Context: an optimization exercise on an open-source flow, tuned for small area, a short achievable clock period and few clock cycles. The choices shown serve that exercise and are no tape-out recipe.
RTL that was checked went through simulation tests only; none was proved equivalent to the original.
Power is estimated from default activity; no workload was simulated.

## pcf8583_rtc
module pcf8583_rtc (
    input  wire        clk,
    input  wire        rst,
    input  wire        scl_i,
    input  wire        sda_i,
    input  wire [39:0] host_now,
    input  wire [6:0]  host_cs,
    output wire        sda_o,
    output wire        busy
);
==> flow/config.mk <==
export PLATFORM = sky130hd
export DESIGN_NAME = pcf8583_rtc
export DESIGN_NICKNAME = pcf8583_rtc
export VERILOG_FILES = /design/flow/design.v
export SDC_FILE = /design/flow/constraint.sdc
export NUM_CORES = 4
export LEC_CHECK = 0
export CAP_MARGIN = 20
export CORE_MARGIN = 2
export CORE_UTILIZATION = 55
export CTS_CLUSTER_DIAMETER = 100
export CTS_CLUSTER_SIZE = 24
export SLEW_MARGIN = 20
==> flow/constraint.sdc <==
create_clock -name core_clock -period 20.0 [get_ports {clk}]
set_input_delay 4.0000 -clock core_clock [delete_from_list [all_inputs] [get_ports {clk}]]
set_output_delay 4.0000 -clock core_clock [all_outputs]
set_load 0.01 [all_outputs]
standard.sh (not shown) runs the stock make flow with config.mk's settings and CLKGATE_MAP_FILE= SYNTH_SCRIPT=/design/flow/synth_recipe.tcl, a recipe that flattens the netlist after the stock synthesis.
==> flow/flow/run.sh <==
#!/bin/bash
# The standard layout (the standard.sh: unchanged synthesis, floorplan,
# placement, clock tree and routing) with two changes to how it is made:
#  - the port buffers are buf_2 cells (every port still gets its own buffer);
#  - the timing repair steps are asked to leave a setup margin, so that the
#    design is optimised toward a clock period shorter than the
#    constraint's. The constraint file itself is not changed.
set -euo pipefail
export BUFFER_PORTS_ARGS="-buffer_cell sky130_fd_sc_hd__buf_2"
export SETUP_SLACK_MARGIN=14.8
bash standard.sh > standard.log 2>&1
Then changed:
--- a/flow/design.v
+++ b/flow/design.v
@@ -652,24 +652,26 @@
             end
             ev_start <= c_start;
             if (c_start) cs_snap <= host_cs;
             ev_ring  <= c_fall & w_ring;
             ev_time  <= c_fall & w_time;
             ev_ctrl  <= c_fall & w_ctrl;
             ev_halt  <= c_fall & w_ctrl & shifted[7] & !halted;
             ev_res   <= c_fall & w_ctrl & !shifted[7] & halted;
         end
     end
     always @(posedge clk) begin
-        if (rst || rst_r)
+        if (rst)
             busy_reg <= 1'b1;
+        else if (rst_r)
+            busy_reg <= 1'b0;
         else
             busy_reg <= (((ps == S_AR_ACK) || (ps == S_READ_ACK)) && !ld_ok) ||
                         ((ps == S_WRITE) && (bc == 3'd7) && (pw_valid || ev_ring ||
                          ((ptr[7:3] == 5'd0) && (ptr[2:0] != 3'd1) && (ptr[2:0] != 3'd7) &&
                           ejob_w && (eph != E_IDLE))));
     end
     always @(posedge clk) begin
         rc <= (rc == 8'd247) ? 8'd0 : rc + 8'd1;
         ws_r  <= slot_next(ev_ring ? {ev_ptr[7:3] - 5'd1, ev_ptr[2:0]} : pw_idx, rc);
         tgt_r <= tgt;
         ts_r  <= slot_next(tidx, rc);
After rerunning:
- The new run passed the timing, DRC and antenna checks
- final cell count barely changes
- critical path depth is unchanged
- routed wire length goes up slightly
- area after synthesis climbs slightly
- global-route usage stays flat
- die area came out higher slightly
- cell area grows slightly
- combinational power climbs by a quarter to a third
- fmax went down slightly
- clock skew went down by 0.0097 ns
- worst hold slack is worse by 0.0058 ns
Testbench counts after the change, summed over its fixed seeds: cycles 117,860.
Only the layout flow was run in the first run of this note; the RTL was not checked for function there.

* * *

pcf8583_rtc, a different RTL version from the one above (not shown whole).
For scale: about 2400 flip-flops.
export LEC_CHECK = 0
export CAP_MARGIN = 20
export CORE_MARGIN = 2
export CORE_UTILIZATION = 55
export CTS_CLUSTER_DIAMETER = 100
export CTS_CLUSTER_SIZE = 24
export SLEW_MARGIN = 20
create_clock -name core_clock -period 20.0 [get_ports {clk}]
Scripts as last shown in full above: flow/flow/run.sh
Change:
--- a/flow/design.v
+++ b/flow/design.v
@@ -586,26 +586,27 @@
                 lpn = 1'b0;
             end
         endcase
     end
     wire [4:0] w7s  = {2'd0, f_wd} + {2'd0, jy7} + {2'd0, cum7(mn, lpn)} +
                       5'd7 - {2'd0, cum7(f_mon, lp_y)};
     wire [2:0] wd1  = dr[4:0] % 5'd7;
     wire [11:0] dval = dp - {3'd0, dq} + dr;
-    localparam [16:0] U86400 = 17'd86400;
-    localparam [16:0] U3600  = 17'd3600;
-    localparam [16:0] U60    = 17'd60;
-    reg        ubit, ulast;
+    localparam [17:0] U86400 = 18'd86400;
+    localparam [17:0] U3600  = 18'd3600;
+    localparam [17:0] U60    = 18'd60;
+    reg        ubit, unext, ulast;
+    wire [4:0] ecnt1 = ecnt + 5'd1;
     always @(*) begin
         case (emode)
-            3'd2:    begin ubit = (ecnt == 5'd0); ulast = (ecnt == 5'd0);  end
-            3'd3:    begin ubit = U60[ecnt];      ulast = (ecnt == 5'd5);  end
-            3'd4:    begin ubit = U3600[ecnt];    ulast = (ecnt == 5'd11); end
-            default: begin ubit = U86400[ecnt];   ulast = (ecnt == 5'd16); end
+            3'd2:    begin ubit = (ecnt == 5'd0); unext = 1'b0;          ulast = (ecnt == 5'd0);  end
+            3'd3:    begin ubit = U60[ecnt];      unext = U60[ecnt1];    ulast = (ecnt == 5'd5);  end
+            3'd4:    begin ubit = U3600[ecnt];    unext = U3600[ecnt1];  ulast = (ecnt == 5'd11); end
+            default: begin ubit = U86400[ecnt];   unext = U86400[ecnt1]; ulast = (ecnt == 5'd16); end
         endcase
     end
     wire hn_hold = pend || (ev_start && wpre);
     always @(posedge clk)
         if (c_start || !hn_hold) hn_r <= host_now;
     always @(posedge clk) begin
         if (rst_r) begin
             scl_q    <= 1'b1;
@@ -827,18 +828,23 @@
                     E_D2: begin
                         eq   <= {{16{dval[11]}}, dval};
                         ecnt <= 5'd0;
                         eph  <= E_COMMIT;
                     end
                     E_COMMIT: begin
                         if (do_commit) begin
                             if (ubit) tb <= sum;
-                            eq   <= {eq[26:0], 1'b0};
-                            ecnt <= ecnt + 5'd1;
+                            if (unext) begin
+                                eq   <= {eq[26:0], 1'b0};
+                                ecnt <= ecnt1;
+                            end else begin
+                                eq   <= {eq[25:0], 2'b00};
+                                ecnt <= ecnt + 5'd2;
+                            end
                             if (ulast) eph <= pend ? E_PSTART : E_IDLE;
                         end
                     end
                     default: ;
                 endcase
             end
         end
     end
- non-clock buffer count went up by 14
- maximum frequency hardly moves
- sequential power went down by about 0.8%
- count of clock-buffer cells in the layout went up by 6
- wire length went up by 3.3%
- worst hold slack gets worse by 0.010 ns
- global-route usage went up by 0.83 points
- via count went up by 1.9%
- power went up by 1.6%
- cell area went up by 0.84%
- core utilization went down by 0.11 points
- synthesized cell count went up by 1.4%
- first-iteration DRC count went up by 2.8%
Testbench counts after the change, summed over its fixed seeds: cycles 117,989.
Function not checked in the first run of this note: the RTL went through the layout flow alone.

* * *

Another version of the RTL of pcf8583_rtc (not shown whole).
Size: about 5,800 cells after synthesis.
export LEC_CHECK = 0
export CAP_MARGIN = 20
export CORE_MARGIN = 2
export CORE_UTILIZATION = 55
export CTS_CLUSTER_DIAMETER = 100
export CTS_CLUSTER_SIZE = 24
export SLEW_MARGIN = 20
create_clock -name core_clock -period 20.0 [get_ports {clk}]
Scripts as last shown in full above: flow/flow/run.sh
Testbench counts at the start, summed over its fixed seeds: cycles 117,989.
Change:
--- a/flow/design.v
+++ b/flow/design.v
@@ -381,33 +381,31 @@
     wire       pconf_r = pw_valid && (pw_idx == tidx_r);
     wire       pconf = pw_valid && (pw_idx == tidx);
     wire [4:0] h12 = (f_hr == 5'd0) ? 5'd12 : (f_hr > 5'd12) ? f_hr - 5'd12 : f_hr;
     reg  [6:0] raw7;
     reg  [7:0] ext8;
     always @(*) begin
         raw7 = 7'd0;
         ext8 = 8'd0;
-        case (tgt[2:0])
+        case (tgt_r[2:0])
             3'd1: raw7 = cs_snap;
             3'd2: raw7 = {1'b0, f_sc};
             3'd3: raw7 = {1'b0, f_mi};
             3'd4: begin
                 raw7 = {2'b00, am_pm ? h12 : f_hr};
                 ext8 = am_pm ? {1'b1, (f_hr >= 5'd12), 6'd0} : 8'd0;
             end
             3'd5: begin raw7 = {2'b00, f_dom}; ext8 = {f_w[1:0], 6'd0}; end
             3'd6: begin raw7 = {3'b000, f_mon}; ext8 = {f_wd + 3'd1, 5'd0}; end
             default: ;
         endcase
     end
-    reg  [7:0] pre8;
-    reg  [7:0] pre_ext;
-    reg        pre_bcd;
-    wire [7:0] regbyte = pre_bcd ? (bcd7(pre8[6:0]) | pre_ext) : pre8;
+    wire [7:0] regbyte = (tgt_r[2:0] == 3'd0) ? ctrl :
+                         (tgt_r[2:0] == 3'd7) ? 8'd0 : (bcd7(raw7) | ext8);
     wire       tsnap_r = (tgt_r[2:0] >= 3'd2) && (tgt_r[2:0] <= 3'd6);
     wire ld_ok = nb_rdy && (tgt == tgt_r) && !((tgt[7:3] != 5'd0) && pconf);
     wire wpre     = ejob_w && (eph != E_IDLE) && (eph != E_PSTART);
     wire proc_add = ev_halt | ev_res | ev_start | ev_time;
     wire do_commit = (eph == E_COMMIT) && !proc_add;
     wire do_pstart = (eph == E_PSTART) && !proc_add;
     reg [1:0]  add_bs;        
     always @(*) begin
@@ -530,17 +528,17 @@
     wire lp_ym1 = mr[2];
     wire lp_yp1 = mr[1];
     wire lp_b   = mr[0];
     reg  [3:0]  m1;
     reg  [1:0]  rel;          
     reg  [1:0]  y1m4;
     reg         l1;
     reg  [11:0] g_day;
-    reg  [5:0]  dom_adj;      
+    reg  [4:0]  dom_adj;
     wire [4:0]  lm = mlen(f_mon, lp_y);
     wire [2:0]  kd = {1'b0, wx[1:0]} - {1'b0, y1m4};    
     always @(*) begin
         if (wv[5:0] == 6'd0) begin
             m1  = (f_mon == 4'd1) ? 4'd12 : f_mon - 4'd1;
             rel = (f_mon == 4'd1) ? 2'd3 : 2'd0;
         end else if (wv[5:0] <= {1'b0, lm}) begin
             m1  = f_mon;
@@ -555,20 +553,20 @@
             3'd1:    g_day = 12'd365;
             3'd2:    g_day = 12'd730;
             3'd3:    g_day = 12'd1095;
             3'd7:    g_day = -12'd365;
             3'd6:    g_day = -12'd730;
             3'd5:    g_day = -12'd1095;
             default: g_day = 12'd0;
         endcase
-        dom_adj = {1'b0, f_dom};
+        dom_adj = f_dom;
         if (m1 <= 4'd2 && l1) begin
-            if (wx[1:0] != 2'd0 && y1m4 == 2'd0) dom_adj = {1'b0, f_dom} - 6'd1;
-            if (wx[1:0] == 2'd0 && y1m4 != 2'd0) dom_adj = {1'b0, f_dom} + 6'd1;
+            if (wx[1:0] != 2'd0 && y1m4 == 2'd0) dom_adj = f_dom - 5'd1;
+            if (wx[1:0] == 2'd0 && y1m4 != 2'd0) dom_adj = f_dom + 5'd1;
         end
     end
     wire [1:0]  ma = wv[5:4];
     wire [3:0]  mn = wv[3:0];
     reg  [11:0] jy;
     reg  [2:0]  jy7;
     reg         lpn;
     always @(*) begin
@@ -657,19 +655,16 @@
                          ((ptr[7:3] == 5'd0) && (ptr[2:0] != 3'd1) && (ptr[2:0] != 3'd7) &&
                           ejob_w && (eph != E_IDLE))));
     end
     always @(posedge clk) begin
         rc <= (rc == 8'd247) ? 8'd0 : rc + 8'd1;
         ws_r  <= slot_next(ev_ring ? {ev_ptr[7:3] - 5'd1, ev_ptr[2:0]} : pw_idx, rc);
         tgt_r <= tgt;
         ts_r  <= slot_next(tidx, rc);
-        pre8    <= (tgt[2:0] == 3'd0) ? ctrl : {1'b0, raw7};
-        pre_ext <= ext8;
-        pre_bcd <= (tgt[2:0] != 3'd0) && (tgt[2:0] != 3'd7);
         if (rst_r) begin
             ctrl       <= 8'd0;
             halted     <= 1'b0;
             am_pm      <= 1'b0;
             tb         <= KOFF;
             rc         <= 8'd0;
             clr_cnt    <= 5'd16;
             pw_valid   <= 1'b0;
@@ -807,17 +802,17 @@
                         mr  <= lp_n;
                         eph <= E_D1;
                     end
                     E_D1: begin
                         case (emode)
                             3'd2: begin r2 <= {10'd0, wv}; r1 <= {4'd0, f_sc}; eq <= 28'd0; end
                             3'd3: begin r2 <= {10'd0, wv}; r1 <= {4'd0, f_mi}; eq <= 28'd0; end
                             3'd4: begin r2 <= {10'd0, wv}; r1 <= {5'd0, f_hr}; eq <= 28'd0; end
-                            3'd5: begin r2 <= {10'd0, wv}; r1 <= {4'd0, dom_adj}; eq <= {16'd0, g_day}; end
+                            3'd5: begin r2 <= {10'd0, wv}; r1 <= {5'd0, dom_adj}; eq <= {16'd0, g_day}; end
                             default: begin
                                 r2 <= {6'd0, jy + {3'd0, cumd(mn, lpn)}};
                                 r1 <= {1'b0, cumd(f_mon, lp_y)};
                                 eq <= {23'd0, w7s};
                             end
                         endcase
                         eph <= (emode == 3'd6) ? E_D1B : E_D2;
                     end
Outcome: The changed run completed with no timing, DRC or antenna violations. Hold slack gets better by 0.032 ns. Design area is higher slightly. Total power is higher slightly. Wire length barely changes. Maximum frequency falls slightly.
For the second run of this note, only the layout was checked, not whether the RTL still works.

* * *

rev 12:
pcf8583_rtc, a different RTL version from the one above (not shown whole).
Size: roughly 5900 cells after synthesis, ~2400 flip-flops, about 53 I/O pins, ~72000 sq um of cells after synthesis.
## pcf8583_rtc
module pcf8583_rtc (
    input  wire        clk,
    input  wire        rst,
    input  wire        scl_i,
    input  wire        sda_i,
    input  wire [39:0] host_now,
    input  wire [6:0]  host_cs,
    output wire        sda_o,
    output wire        busy
);
export LEC_CHECK = 0
export CAP_MARGIN = 20
export CORE_MARGIN = 2
export CORE_UTILIZATION = 55
export CTS_CLUSTER_DIAMETER = 100
export CTS_CLUSTER_SIZE = 24
export SLEW_MARGIN = 20
create_clock -name core_clock -period 20.0 [get_ports {clk}]
Scripts as last shown in full above: flow/flow/run.sh
Rev 12 ran to completion and came out clean on the timing, DRC and antenna checks.
Testbench counts of rev 12, summed over its fixed seeds: cycles 117,644.
The inputs of rev 13 differ from those of rev 12 as listed below.
diff --git a/flow/design.v b/flow/design.v
--- a/flow/design.v
+++ b/flow/design.v
@@ -479,21 +479,20 @@
             if (eph != E_P5 || j == 0) begin
                 s5   = st1461(z_r, z_eq[6]);
                 z_r  = s5[10:0];
                 z_eq = {z_eq[5:0], s5[11]};
             end
         end
     end
     wire [8:0] ny = r2[10:2];
-    wire [8:0] ny_n = z_r[10:2];
-    wire [3:0] mp = (ny_n >= 9'd337) ? 4'd11 : (ny_n >= 9'd306) ? 4'd10 : (ny_n >= 9'd275) ? 4'd9 :
-                    (ny_n >= 9'd245) ? 4'd8  : (ny_n >= 9'd214) ? 4'd7  : (ny_n >= 9'd184) ? 4'd6 :
-                    (ny_n >= 9'd153) ? 4'd5  : (ny_n >= 9'd122) ? 4'd4  : (ny_n >= 9'd92)  ? 4'd3 :
-                    (ny_n >= 9'd61)  ? 4'd2  : (ny_n >= 9'd31)  ? 4'd1  : 4'd0;
+    wire [3:0] mp = (ny >= 9'd337) ? 4'd11 : (ny >= 9'd306) ? 4'd10 : (ny >= 9'd275) ? 4'd9 :
+                    (ny >= 9'd245) ? 4'd8  : (ny >= 9'd214) ? 4'd7  : (ny >= 9'd184) ? 4'd6 :
+                    (ny >= 9'd153) ? 4'd5  : (ny >= 9'd122) ? 4'd4  : (ny >= 9'd92)  ? 4'd3 :
+                    (ny >= 9'd61)  ? 4'd2  : (ny >= 9'd31)  ? 4'd1  : 4'd0;
     reg  [8:0] mstart;
     always @(*) begin
         case (mr)
             4'd0: mstart = 9'd0;   4'd1: mstart = 9'd31;  4'd2: mstart = 9'd61;
             4'd3: mstart = 9'd92;  4'd4: mstart = 9'd122; 4'd5: mstart = 9'd153;
             4'd6: mstart = 9'd184; 4'd7: mstart = 9'd214; 4'd8: mstart = 9'd245;
             4'd9: mstart = 9'd275; 4'd10: mstart = 9'd306; default: mstart = 9'd337;
         endcase
@@ -520,19 +519,18 @@
         case (ev_ptr[2:0])
             3'd2, 3'd3: wv_n = v_sec;
             3'd4:       wv_n = {2'd0, v_hour};
             3'd5:       begin wv_n = {2'd0, v_dom}; wx_n = {1'b0, ev_data[7:6]}; end
             default:    begin wv_n = {2'd0, v_ma, v_mn}; wx_n = v_wday; end
         endcase
     end
     wire [1:0] y4     = f_w[1:0];
-    wire [6:0] w_n  = eq[6:0] + {6'd0, jan};
-    wire [3:0] lp_n = {isleapv({1'b0, w_n}, f_c4), isleapv({1'b0, w_n} - 8'd1, f_c4),
-                       isleapv({1'b0, w_n} + 8'd1, f_c4), isleapv({1'b0, w_n[6:2], 2'b00}, f_c4)};
+    wire [3:0] lp_n = {isleapv({1'b0, f_w}, f_c4), isleapv({1'b0, f_w} - 8'd1, f_c4),
+                       isleapv({1'b0, f_w} + 8'd1, f_c4), isleapv({1'b0, f_w[6:2], 2'b00}, f_c4)};
     wire lp_y   = mr[3];
     wire lp_ym1 = mr[2];
     wire lp_yp1 = mr[1];
     wire lp_b   = mr[0];
     reg  [3:0]  m1;
     reg  [1:0]  rel;          
     reg  [1:0]  y1m4;
     reg         l1;
@@ -782,32 +780,38 @@
                         eq   <= {21'd0, z_eq};
                         f_mi <= {f_mi[2:0], mn_q};
                         f_sc <= {mn_r, low7[5:4]};
                         eph  <= (ejob_w && emode <= 3'd4) ? E_D1 : E_P5;
                     end
                     E_P5: begin
                         r2  <= {7'd0, z_r};
                         eq  <= {21'd0, z_eq};
+                        eph <= E_P6;
+                    end
+                    E_P6: begin
                         mr  <= mp;
                         eph <= E_P7;
                     end
                     E_P7: begin
                         f_dom <= dom9[4:0];
                         f_mon <= mon4;
-                        f_w   <= w_n;
+                        f_w   <= eq[6:0] + {6'd0, jan};
                         f_wd  <= wdn;
                         if (ejob_w) begin
-                            mr  <= lp_n;
-                            eph <= E_D1;
+                            eph <= E_D0;
                         end else begin
                             eph        <= E_IDLE;
                             snap_valid <= 1'b1;
                         end
                     end
+                    E_D0: begin
+                        mr  <= lp_n;
+                        eph <= E_D1;
+                    end
                     E_D1: begin
                         case (emode)
                             3'd2: begin r2 <= {10'd0, wv}; r1 <= {4'd0, f_sc}; eq <= 28'd0; end
                             3'd3: begin r2 <= {10'd0, wv}; r1 <= {4'd0, f_mi}; eq <= 28'd0; end
                             3'd4: begin r2 <= {10'd0, wv}; r1 <= {5'd0, f_hr}; eq <= 28'd0; end
                             3'd5: begin r2 <= {10'd0, wv}; r1 <= {4'd0, dom_adj}; eq <= {16'd0, g_day}; end
                             default: begin
                                 r2 <= {6'd0, jy + {3'd0, cumd(mn, lpn)}};
Results
Rev 13 ended with every stage complete and zero timing, DRC or antenna violations. Insertion delay of the later-clocked pin in the worst-skew pair: rev 12 vs rev 13 — no meaningful difference. Diff rev 12 -> rev 13: final critical delay including setup and external delays went up; global-route wire length before repair went down. Comparing rev 12 and rev 13, total routing resource utilization after global routing is higher on rev 12. Rev 12 consumes more power than rev 13. Rev 13 vs. rev 12: met1 routing resource usage after global routing went down by 0.50 points. The combinational fraction of design power in rev 13 was lower than what rev 12 gave. Diff rev 12 -> rev 13 | portion of netlist area occupied by mux cells | decrease of 0.19 points. Between rev 13 and rev 12, the synthesized-area fraction occupied by and/or/nand/nor cells does not differ in any meaningful way. Compared with rev 12, rev 13 instantiates a smaller number of standard cells. Of rev 12 and rev 13, rev 12 shows the higher wire length, with rev 13 below it. Higher fmax was reported by rev 12, not rev 13. Well tap count: rev 13 vs rev 12 identical. In the metrics for rev 12 and rev 13, the one carrying the lower sequential share of layout area is rev 12.
Testbench counts of rev 13, summed over its fixed seeds: cycles 117,733.

## port drivers added, routing unchanged
The results above use ideal ports. As a check the final layouts listed here were re-extracted and re-timed, cells and wires unchanged. Step 1 assumes that a clkbuf_16 drives the clock port and a buf_2 every other input. Step 2 moves the port delays by t, midway between the first and last clock arrival at a register: inputs arrive t later, outputs are due t later. That takes back most of the time a late clock gives input paths. Three values: ideal ports, drivers, drivers and shift; two values: the first two.
run	t, ns	setup WS [ns]	latest minus earliest clock arrival (ns)	worst slew at a driven data input, ns
the first run of note 1	0.815	14.751 / 14.670 / 14.206	0.067 / 0.067	0.05
the second run of note 1	0.835	14.719 / 14.641 / 14.181	0.052 / 0.052	0.09
the first run of note 2	0.812	14.833 / 14.756 / 14.193	0.076 / 0.076	0.05
the second run of note 2	0.822	14.824 / 14.752 / 14.316	0.075 / 0.075	0.05
the first run of note 3	0.820	14.801 / 14.726 / 14.355	0.078 / 0.078	0.06
the second run of note 3	0.790	14.784 / 14.716 / 14.322	0.046 / 0.045	0.05
rev 12	0.825	14.808 / 14.733 / 14.152	0.071 / 0.071	0.06
rev 13	0.826	14.771 / 14.700 / 14.183	0.071 / 0.071	0.05
After both steps setup and hold are still met in every run listed. The setup slack of rev 12, which loses most, moves by -0.075 ns with the drivers and by -0.656 ns with both steps.
